This is an optimization exercise on Yosys and OpenROAD, whose aim is small area, not a production implementation. Function was checked by simulation only, so behaviour that the tests miss may differ from the original. No activity file was given, so power comes from the tool's default toggle rates.

Setup of the reference run:
Design bisecur_codec, start of the top module:
module bisecur_codec (
    input  wire         clk,
    input  wire         rst,
    input  wire [31:0]  te_short,
    input  wire [31:0]  te_delta,
    input  wire         op_valid,
    input  wire [7:0]   op_code,
    input  wire         op_level,
    input  wire [31:0]  op_dur,
    input  wire         op_en,
    input  wire         op_src,
    input  wire         op_key_valid,
    input  wire         op_rep_valid,
    input  wire [15:0]  op_bit_count,
    input  wire [31:0]  op_repeat,
    input  wire [175:0] op_key,
    output reg          rsp_valid,
    output reg  [2:0]   rsp_status,
    output reg          rsp_sym_valid,
    output reg          rsp_sym_level,
    output reg  [31:0]  rsp_sym_dur,
    output reg          pkt_ready,
    output wire         rx_full,
    output wire [175:0] pkt_key,
    output wire [7:0]   pkt_calc,
    output wire         pkt_known,
    output wire         pkt_ok,
    output wire         pkt_valid
);
For scale: ~2700 cells after synthesis, about 560 I/O pins.
clock: 14.0 ns
lec_check: 0
cap_margin: 20
core_margin: 2
core_utilization: 55
slew_margin: 20
standard.sh (not shown) runs the stock make flow with config.mk's settings and CLKGATE_MAP_FILE= SYNTH_SCRIPT=/design/flow/synth_recipe.tcl, a recipe that flattens the netlist after the stock synthesis.
==> flow/flow/run.sh <==
#!/bin/bash
# Layout flow: the standard synthesis (standard.sh synth, unchanged), then
# the combinational logic of its netlist re-mapped for area by ABC (registers
# and full-adder cells kept as they are, same names and cell types), then the
# standard ORFS layout (standard.sh finish) on that netlist, with:
#  - every input and output port buffered with buf_1;
#  - clock tree synthesis without dummy loads, built from clkbuf_4 with
#    sink clusters of up to 10 flip-flops.
# Logs in this folder: flow_synth.log (standard synthesis), flow_resyn.log
# (the re-mapping, Yosys and ABC), flow_make.log (the rest of the layout);
# each ORFS step also keeps its own log under orfs/logs/.
set -euo pipefail
HERE=$PWD
F=$HERE/flow
R=$HERE/orfs/results/$FLOW_PLATFORM/bisecur_codec/base
LIB=$FLOW_HOME/platforms/$FLOW_PLATFORM/lib/sky130_fd_sc_hd__tt_025C_1v80.lib
YOSYS=$FLOW_HOME/../tools/install/yosys/bin/yosys
export BUFFER_PORTS_ARGS="-buffer_cell sky130_fd_sc_hd__buf_1"
export CTS_ARGS="-sink_clustering_enable -repair_clock_nets -sink_clustering_size 10 -sink_clustering_max_diameter 50 -dont_use_dummy_load -buf_list sky130_fd_sc_hd__clkbuf_4"

bash standard.sh synth > flow_synth.log 2>&1
cp $R/1_2_yosys.v $HERE/std_synth.v
sed -e "s#@LIB@#$LIB#g" -e "s#@IN@#$HERE/std_synth.v#" -e "s#@TOP@#$FLOW_TOP#" \
    -e "s#@DONTUSE@#$(cat $F/dont_use.txt)#" -e "s#@ABC@#$F/abc.script#" \
    -e "s#@STAT@#$HERE/resyn_stat.txt#" -e "s#@OUT@#$HERE/resyn.v#" $F/resyn.ys.in > $HERE/resyn.ys
$YOSYS -s $HERE/resyn.ys > flow_resyn.log 2>&1
cp $HERE/resyn.v $R/1_2_yosys.v
rm -f $R/1_synth.odb $R/1_synth.sdc
bash standard.sh finish > flow_make.log 2>&1
Other scripts of this flow, unchanged in this note and not shown: flow/flow/abc.script, flow/flow/dont_use.txt, flow/flow/resyn.ys.in
The reference run: PASS, flow complete, no timing, DRC or antenna violations
diff inputs: the reference run => the trial run
Settings: CORE_UTILIZATION changed from 55 to 40.
Findings:
The trial run closes out successfully: all stages finished, all timing, DRC and antenna checks passed. [compare] base=the reference run new=the trial run: number of non-clock inverters in the layout ~0 delta; total power +about 1.1%; combinational power -about 2%; synthesized instance count ~0 delta. On final worst slack: between the reference run and the trial run, it ends up higher for the trial run. Going from the reference run to the trial run, the die area was enlarged. From the reference run to the trial run the numbers moved as follows: overall via count from detail_route went down by 2.6%, via count of the first global-routing pass decreased by 5.0% relative to the old numbers.

========
bisecur_codec, a different RTL version from the one above (not shown whole).
Size: roughly 3300 cells after synthesis, about 630 flip-flops, roughly 560 I/O pins, ~36000 sq um of cells after synthesis.
clock: 14.0 ns
lec_check: 0
cap_margin: 20
core_margin: 2
core_utilization: 60
cts_buf_list: sky130_fd_sc_hd__clkbuf_4
slew_margin: 20
run.sh (not shown) runs the stock make flow with config.mk's settings and CLKGATE_MAP_FILE= SYNTH_SCRIPT=/design/flow/synth_recipe.tcl, a recipe that flattens the netlist after the stock synthesis.
Stock flow here: none of the scripts above is used.
Change:
==> flow/flow/run.sh (new file) <==
#!/bin/bash
# Layout with the standard flow (standard.sh, unchanged synthesis), with two
# placement/CTS choices made through ORFS's own variables:
#  - every input and output port still gets a buffer, but the smallest one
#    (buf_1) instead of the delay cell buffer_ports picks by default;
#  - clock tree synthesis without dummy loads.
# The full output of the ORFS run goes to flow_make.log in this folder; each
# ORFS step also keeps its own log under orfs/logs/.
set -euo pipefail
export BUFFER_PORTS_ARGS="-buffer_cell sky130_fd_sc_hd__buf_1"
export CTS_ARGS="-sink_clustering_enable -repair_clock_nets -dont_use_dummy_load ${FLOW_CTS_BUFS:-}"
bash standard.sh finish > flow_make.log 2>&1
==> flow/standard.sh (new file) <==
#!/bin/bash
# synth_recipe.tcl (not shown) runs the flow's synth.tcl, then flattens the netlist and writes it again
# the make line also repeats each setting of config.mk as NAME=value (left out here)
make -C /OpenROAD-flow-scripts/flow DESIGN_CONFIG=/design/flow/config.mk WORK_HOME=/design/flow/orfs CLKGATE_MAP_FILE= SYNTH_SCRIPT=/design/flow/synth_recipe.tcl "${@:-finish}"
- CORE_UTILIZATION: 60 -> 40
- CTS_BUF_LIST: sky130_fd_sc_hd__clkbuf_4 -> unset
removed: flow/run.sh
The new run finished with timing, DRC and antenna clean; core utilization falls by 29 points; design area fell by a little under a tenth; setup slack is better by 0.029 ns; first-iteration DRC count goes down by a quarter to a third; final cell count rises by a few percent; count of clock-buffer cells in the layout came out lower by 158; sequential power hardly moves.
Change:
==> flow/flow/run.sh (replaced) <==
#!/bin/bash
# Layout with the standard flow (standard.sh, unchanged synthesis), with two
# placement/CTS choices made through ORFS's own variables:
#  - every input and output port still gets a buffer, but the smallest one
#    (buf_1) instead of the delay cell buffer_ports picks by default;
#  - clock tree synthesis without dummy loads, built from clkbuf_4.
# The full output of the ORFS run goes to flow_make.log in this folder; each
# ORFS step also keeps its own log under orfs/logs/.
set -euo pipefail
export BUFFER_PORTS_ARGS="-buffer_cell sky130_fd_sc_hd__buf_1"
export CTS_ARGS="-sink_clustering_enable -repair_clock_nets -dont_use_dummy_load -buf_list sky130_fd_sc_hd__clkbuf_4"
bash standard.sh finish > flow_make.log 2>&1
Combinational power barely changes.
Power went down by a little under a tenth.
Routed wire length goes up slightly.
Worst setup slack is worse by 0.0075 ns.
Design area came out lower slightly.
Die area stays the same.

========
## run A
bisecur_codec again, from the RTL that the note above started with.
==> flow/config.mk <==
export PLATFORM = sky130hd
export DESIGN_NAME = bisecur_codec
export DESIGN_NICKNAME = bisecur_codec
export VERILOG_FILES = /design/flow/design.v
export SDC_FILE = /design/flow/constraint.sdc
export NUM_CORES = 4
export LEC_CHECK = 0
export CAP_MARGIN = 20
export CORE_MARGIN = 2
export CORE_UTILIZATION = 40
export SLEW_MARGIN = 20
==> flow/constraint.sdc <==
create_clock -name core_clock -period 14.0 [get_ports {clk}]
set_input_delay 2.8000 -clock core_clock [delete_from_list [all_inputs] [get_ports {clk}]]
set_output_delay 2.8000 -clock core_clock [all_outputs]
set_load 0.01 [all_outputs]
standard.sh (not shown) runs the stock make flow with config.mk's settings and CLKGATE_MAP_FILE= SYNTH_SCRIPT=/design/flow/synth_recipe.tcl, a recipe that flattens the netlist after the stock synthesis.
==> flow/flow/run.sh <==
#!/bin/bash
# Layout flow: the standard synthesis (standard.sh synth, unchanged), then
# the combinational logic of its netlist re-mapped for area by ABC (registers
# and adder cells kept as they are, same names and cell types), then the
# standard ORFS layout (standard.sh finish) on that netlist, with:
#  - every input and output port buffered with buf_1;
#  - clock tree synthesis without dummy loads, built from clkbuf_4 with
#    sink clusters of up to 10 flip-flops.
# Logs in this folder: flow_synth.log (standard synthesis), flow_resyn.log
# (the re-mapping, Yosys and ABC), flow_make.log (the rest of the layout);
# each ORFS step also keeps its own log under orfs/logs/.
set -euo pipefail
HERE=$PWD
F=$HERE/flow
R=$HERE/orfs/results/$FLOW_PLATFORM/bisecur_codec/base
LIB=$FLOW_HOME/platforms/$FLOW_PLATFORM/lib/sky130_fd_sc_hd__tt_025C_1v80.lib
YOSYS=$FLOW_HOME/../tools/install/yosys/bin/yosys
export BUFFER_PORTS_ARGS="-buffer_cell sky130_fd_sc_hd__buf_1"
export CTS_ARGS="-sink_clustering_enable -repair_clock_nets -sink_clustering_size 10 -sink_clustering_max_diameter 50 -dont_use_dummy_load -buf_list sky130_fd_sc_hd__clkbuf_4"

bash standard.sh synth > flow_synth.log 2>&1
cp $R/1_2_yosys.v $HERE/std_synth.v
sed -e "s#@LIB@#$LIB#g" -e "s#@IN@#$HERE/std_synth.v#" -e "s#@TOP@#$FLOW_TOP#" \
    -e "s#@DONTUSE@#$(cat $F/dont_use.txt)#" -e "s#@ABC@#$F/abc.script#" \
    -e "s#@STAT@#$HERE/resyn_stat.txt#" -e "s#@OUT@#$HERE/resyn.v#" $F/resyn.ys.in > $HERE/resyn.ys
$YOSYS -s $HERE/resyn.ys > flow_resyn.log 2>&1
cp $HERE/resyn.v $R/1_2_yosys.v
rm -f $R/1_synth.odb $R/1_synth.sdc
bash standard.sh finish > flow_make.log 2>&1
==> flow/flow/resyn.ys.in <==
# Re-map the combinational logic of the standard synthesis netlist for area.
# Registers (and the adder cells) stay as the instances standard synthesis
# made, with their names and cell types.
read_liberty -ignore_miss_func @LIB@
read_verilog @IN@
hierarchy -top @TOP@
setattr -mod -set keep_hierarchy 1 sky130_fd_sc_hd__df* sky130_fd_sc_hd__edf* sky130_fd_sc_hd__fa* sky130_fd_sc_hd__ha*
flatten
opt_clean -purge
abc -liberty @LIB@ @DONTUSE@ -script @ABC@ @TOP@
opt_clean -purge
hilomap -singleton -hicell sky130_fd_sc_hd__conb_1 HI -locell sky130_fd_sc_hd__conb_1 LO
splitnets
opt_clean -purge
blackbox sky130_fd_sc_hd__df* sky130_fd_sc_hd__edf* sky130_fd_sc_hd__fa* sky130_fd_sc_hd__ha*
tee -o @STAT@ stat -liberty @LIB@
write_verilog -noattr -nohex -nodec @OUT@
Other scripts of this flow, unchanged in this note and not shown: flow/flow/abc.script, flow/flow/dont_use.txt
Modified inputs, run B compared to run A
Settings: GPL_TIMING_DRIVEN: unset -> 0.
--- a/flow/flow/run.sh
+++ b/flow/flow/run.sh
@@ -3,3 +3,3 @@
 # the combinational logic of its netlist re-mapped for area by ABC (registers
-# and adder cells kept as they are, same names and cell types), then the
+# and full-adder cells kept as they are, same names and cell types), then the
 # standard ORFS layout (standard.sh finish) on that netlist, with:
==> flow/flow/resyn.ys.in <==
# Re-map the combinational logic of the standard synthesis netlist for area.
# Registers (and the full-adder cells) stay as the instances standard synthesis
# made, with their names and cell types.
read_liberty -ignore_miss_func @LIB@
read_verilog @IN@
hierarchy -top @TOP@
setattr -mod -set keep_hierarchy 1 sky130_fd_sc_hd__df* sky130_fd_sc_hd__edf* sky130_fd_sc_hd__fa*
flatten
opt_clean -purge
abc -liberty @LIB@ @DONTUSE@ -script @ABC@ @TOP@
opt_clean -purge
hilomap -singleton -hicell sky130_fd_sc_hd__conb_1 HI -locell sky130_fd_sc_hd__conb_1 LO
splitnets
opt_clean -purge
blackbox sky130_fd_sc_hd__df* sky130_fd_sc_hd__edf* sky130_fd_sc_hd__fa*
tee -o @STAT@ stat -liberty @LIB@
write_verilog -noattr -nohex -nodec @OUT@
## What came out
- Share of power burned in combinational logic: run B lower than run A
- Between run B and run A, the relative area of clock buffers and inverters in the final design figures differ only marginally.
- Going from run A to run B, sequential fraction of total cell area grows by 0.36 points.
- Lower leakage power summed over all cells was reported by run B, not run A.
- Going from run A to run B, post-route cell area shrank slightly.
- In the metrics for run B and run A, the one carrying the lower minimum clock period is run A.
Input changes introduced in run C (baseline for comparison: run B):
Settings: clearing GPL_TIMING_DRIVEN, which used to be 0.
Run C did not stop at any stage, and its layout met the timing, DRC and antenna checks.
Total power is higher on run C
Summary of run C over run B: post-CTS setup repair buffer count dropped 42, via count went up 1.4%.
Inputs modified between run C and run D:
Settings: CAP_MARGIN: 20 -> 5; SLEW_MARGIN: 20 -> 5.
--- a/flow/flow/run.sh
+++ b/flow/flow/run.sh
@@ -3,3 +3,3 @@
 # the combinational logic of its netlist re-mapped for area by ABC (registers
-# and full-adder cells kept as they are, same names and cell types), then the
+# and adder cells kept as they are, same names and cell types), then the
 # standard ORFS layout (standard.sh finish) on that netlist, with:
==> flow/flow/resyn.ys.in <==
# Re-map the combinational logic of the standard synthesis netlist for area.
# Registers (and the adder cells) stay as the instances standard synthesis
# made, with their names and cell types.
read_liberty -ignore_miss_func @LIB@
read_verilog @IN@
hierarchy -top @TOP@
setattr -mod -set keep_hierarchy 1 sky130_fd_sc_hd__df* sky130_fd_sc_hd__edf* sky130_fd_sc_hd__fa* sky130_fd_sc_hd__ha*
flatten
opt_clean -purge
abc -liberty @LIB@ @DONTUSE@ -script @ABC@ @TOP@
opt_clean -purge
hilomap -singleton -hicell sky130_fd_sc_hd__conb_1 HI -locell sky130_fd_sc_hd__conb_1 LO
splitnets
opt_clean -purge
blackbox sky130_fd_sc_hd__df* sky130_fd_sc_hd__edf* sky130_fd_sc_hd__fa* sky130_fd_sc_hd__ha*
tee -o @STAT@ stat -liberty @LIB@
write_verilog -noattr -nohex -nodec @OUT@
Findings:
The non-clock buffer count in run D was higher than what run C gave. Between run D and run C, initial antenna violation count is lower for run C, run D comes in above that. The total chip power was comparable across run D and run C. On number of cells in the finished layout apart from fillers: between run D and run C, it ends up lower for run C. Diff run C..run D | final design utilization | negligible.

========
bisecur_codec, a different RTL version from the one above (not shown whole).
Size: about 2700 cells after synthesis, about 560 I/O pins.
clock: 14.0 ns
lec_check: 0
cap_margin: 20
core_margin: 2
core_utilization: 40
slew_margin: 20
==> flow/flow/run.sh <==
#!/bin/bash
# Layout flow: the standard synthesis (standard.sh synth, unchanged), then
# the combinational logic of its netlist re-mapped for area by ABC (registers
# and full-adder cells kept as they are, same names and cell types), then the
# standard ORFS layout (standard.sh finish) on that netlist, with:
#  - every input and output port buffered with buf_1;
#  - clock tree synthesis without dummy loads, built from clkbuf_4 with
#    sink clusters of up to 10 flip-flops.
# Logs in this folder: flow_synth.log (standard synthesis), flow_resyn.log
# (the re-mapping, Yosys and ABC), flow_make.log (the rest of the layout);
# each ORFS step also keeps its own log under orfs/logs/.
set -euo pipefail
HERE=$PWD
F=$HERE/flow
R=$HERE/orfs/results/$FLOW_PLATFORM/bisecur_codec/base
LIB=$FLOW_HOME/platforms/$FLOW_PLATFORM/lib/sky130_fd_sc_hd__tt_025C_1v80.lib
YOSYS=$FLOW_HOME/../tools/install/yosys/bin/yosys
export BUFFER_PORTS_ARGS="-buffer_cell sky130_fd_sc_hd__buf_1"
export CTS_ARGS="-sink_clustering_enable -repair_clock_nets -sink_clustering_size 10 -sink_clustering_max_diameter 50 -dont_use_dummy_load -buf_list sky130_fd_sc_hd__clkbuf_4"

bash standard.sh synth > flow_synth.log 2>&1
cp $R/1_2_yosys.v $HERE/std_synth.v
sed -e "s#@LIB@#$LIB#g" -e "s#@IN@#$HERE/std_synth.v#" -e "s#@TOP@#$FLOW_TOP#" \
    -e "s#@DONTUSE@#$(cat $F/dont_use.txt)#" -e "s#@ABC@#$F/abc.script#" \
    -e "s#@STAT@#$HERE/resyn_stat.txt#" -e "s#@OUT@#$HERE/resyn.v#" $F/resyn.ys.in > $HERE/resyn.ys
$YOSYS -s $HERE/resyn.ys > flow_resyn.log 2>&1
cp $HERE/resyn.v $R/1_2_yosys.v
rm -f $R/1_synth.odb $R/1_synth.sdc
bash standard.sh finish > flow_make.log 2>&1
Other scripts of this flow, unchanged in this note and not shown: flow/flow/abc.script, flow/flow/dont_use.txt, flow/flow/resyn.ys.in
The baseline went through all stages and came out clean.
Then changed:
--- a/flow/flow/run.sh
+++ b/flow/flow/run.sh
@@ -7,3 +7,3 @@
 #  - clock tree synthesis without dummy loads, built from clkbuf_4 with
-#    sink clusters of up to 10 flip-flops.
+#    sink clusters of up to 10 flip-flops (35 um across).
 # Logs in this folder: flow_synth.log (standard synthesis), flow_resyn.log
@@ -18,3 +18,3 @@
 export BUFFER_PORTS_ARGS="-buffer_cell sky130_fd_sc_hd__buf_1"
-export CTS_ARGS="-sink_clustering_enable -repair_clock_nets -sink_clustering_size 10 -sink_clustering_max_diameter 50 -dont_use_dummy_load -buf_list sky130_fd_sc_hd__clkbuf_4"
+export CTS_ARGS="-sink_clustering_enable -repair_clock_nets -sink_clustering_size 10 -sink_clustering_max_diameter 35 -dont_use_dummy_load -buf_list sky130_fd_sc_hd__clkbuf_4"
 
Outcome:
- synthesized cell count is unchanged
- setup slack is worse by 0.012 ns
- total power increases by 2.5%
- cell area increases by about 0.5%
- combinational power hardly moves
- fmax hardly moves
- critical path depth increases by 1
- worst hold slack is about the same

## separate check: timing with driven ports
How much do the figures lean on ideal ports? The routed layouts below were timed once more, with nothing changed but the port constraints. Step 1 sets driving cells, clkbuf_16 on the clock port and buf_2 on the other inputs (assumed; they add their load-dependent delay and slew). Step 2 times the ports against the registers' clock, not the clock port: input delays grow and output delays shrink by t, the midpoint of the rising clock arrivals with the driver on. a / b / c = ideal / step 1 / step 2; a / b = the first two.
| run | shift t [ns] | setup WS [ns] | latest minus earliest clock arrival (ns) | slew at the worst register clock pin (ns) | pins driven straight from the clock port |
|---|---|---|---|---|---|
| the reference run | 0.895 | 0.392 / 0.412 / -0.483 | 0.124 / 0.124 | 0.12 / 0.12 | 1 |
| the trial run | 0.935 | 0.565 / 0.599 / -0.337 | 0.140 / 0.139 | 0.12 / 0.12 | 1 |
| the first run of note 2 | 1.079 | 0.613 / 0.613 / -0.371 | 0.102 / 0.103 | 0.10 / 0.10 | 1 |
| the second run of note 2 | 0.671 | 0.642 / 0.642 / 0.287 | 0.058 / 0.058 | 0.06 / 0.06 | 1 |
| the third run of note 2 | 1.037 | 0.635 / 0.635 / 0.238 | 0.104 / 0.104 | 0.07 / 0.07 | 1 |
| run A | 0.936 | 0.737 / 0.737 / -0.127 | 0.147 / 0.147 | 0.12 / 0.12 | 1 |
| run B | 0.926 | 0.226 / 0.250 / -0.659 | 0.112 / 0.112 | 0.12 / 0.12 | 1 |
| run C | 0.903 | 0.377 / 0.415 / -0.488 | 0.118 / 0.118 | 0.12 / 0.12 | 1 |
| run D | 0.937 | 0.711 / 0.711 / -0.128 | 0.146 / 0.146 | 0.12 / 0.12 | 1 |
| the first run of note 4 | 0.935 | 0.427 / 0.465 / -0.471 | 0.130 / 0.131 | 0.12 / 0.12 | 1 |
| the second run of note 4 | 0.971 | 0.415 / 0.456 / -0.515 | 0.156 / 0.156 | 0.12 / 0.12 | 1 |
Met with ideal ports but missed after step 2: setup timing in 9 of these runs. The setup slack of the first run of note 2, which loses most, moves by 0.000 ns with the drivers and by -0.984 ns with both steps.
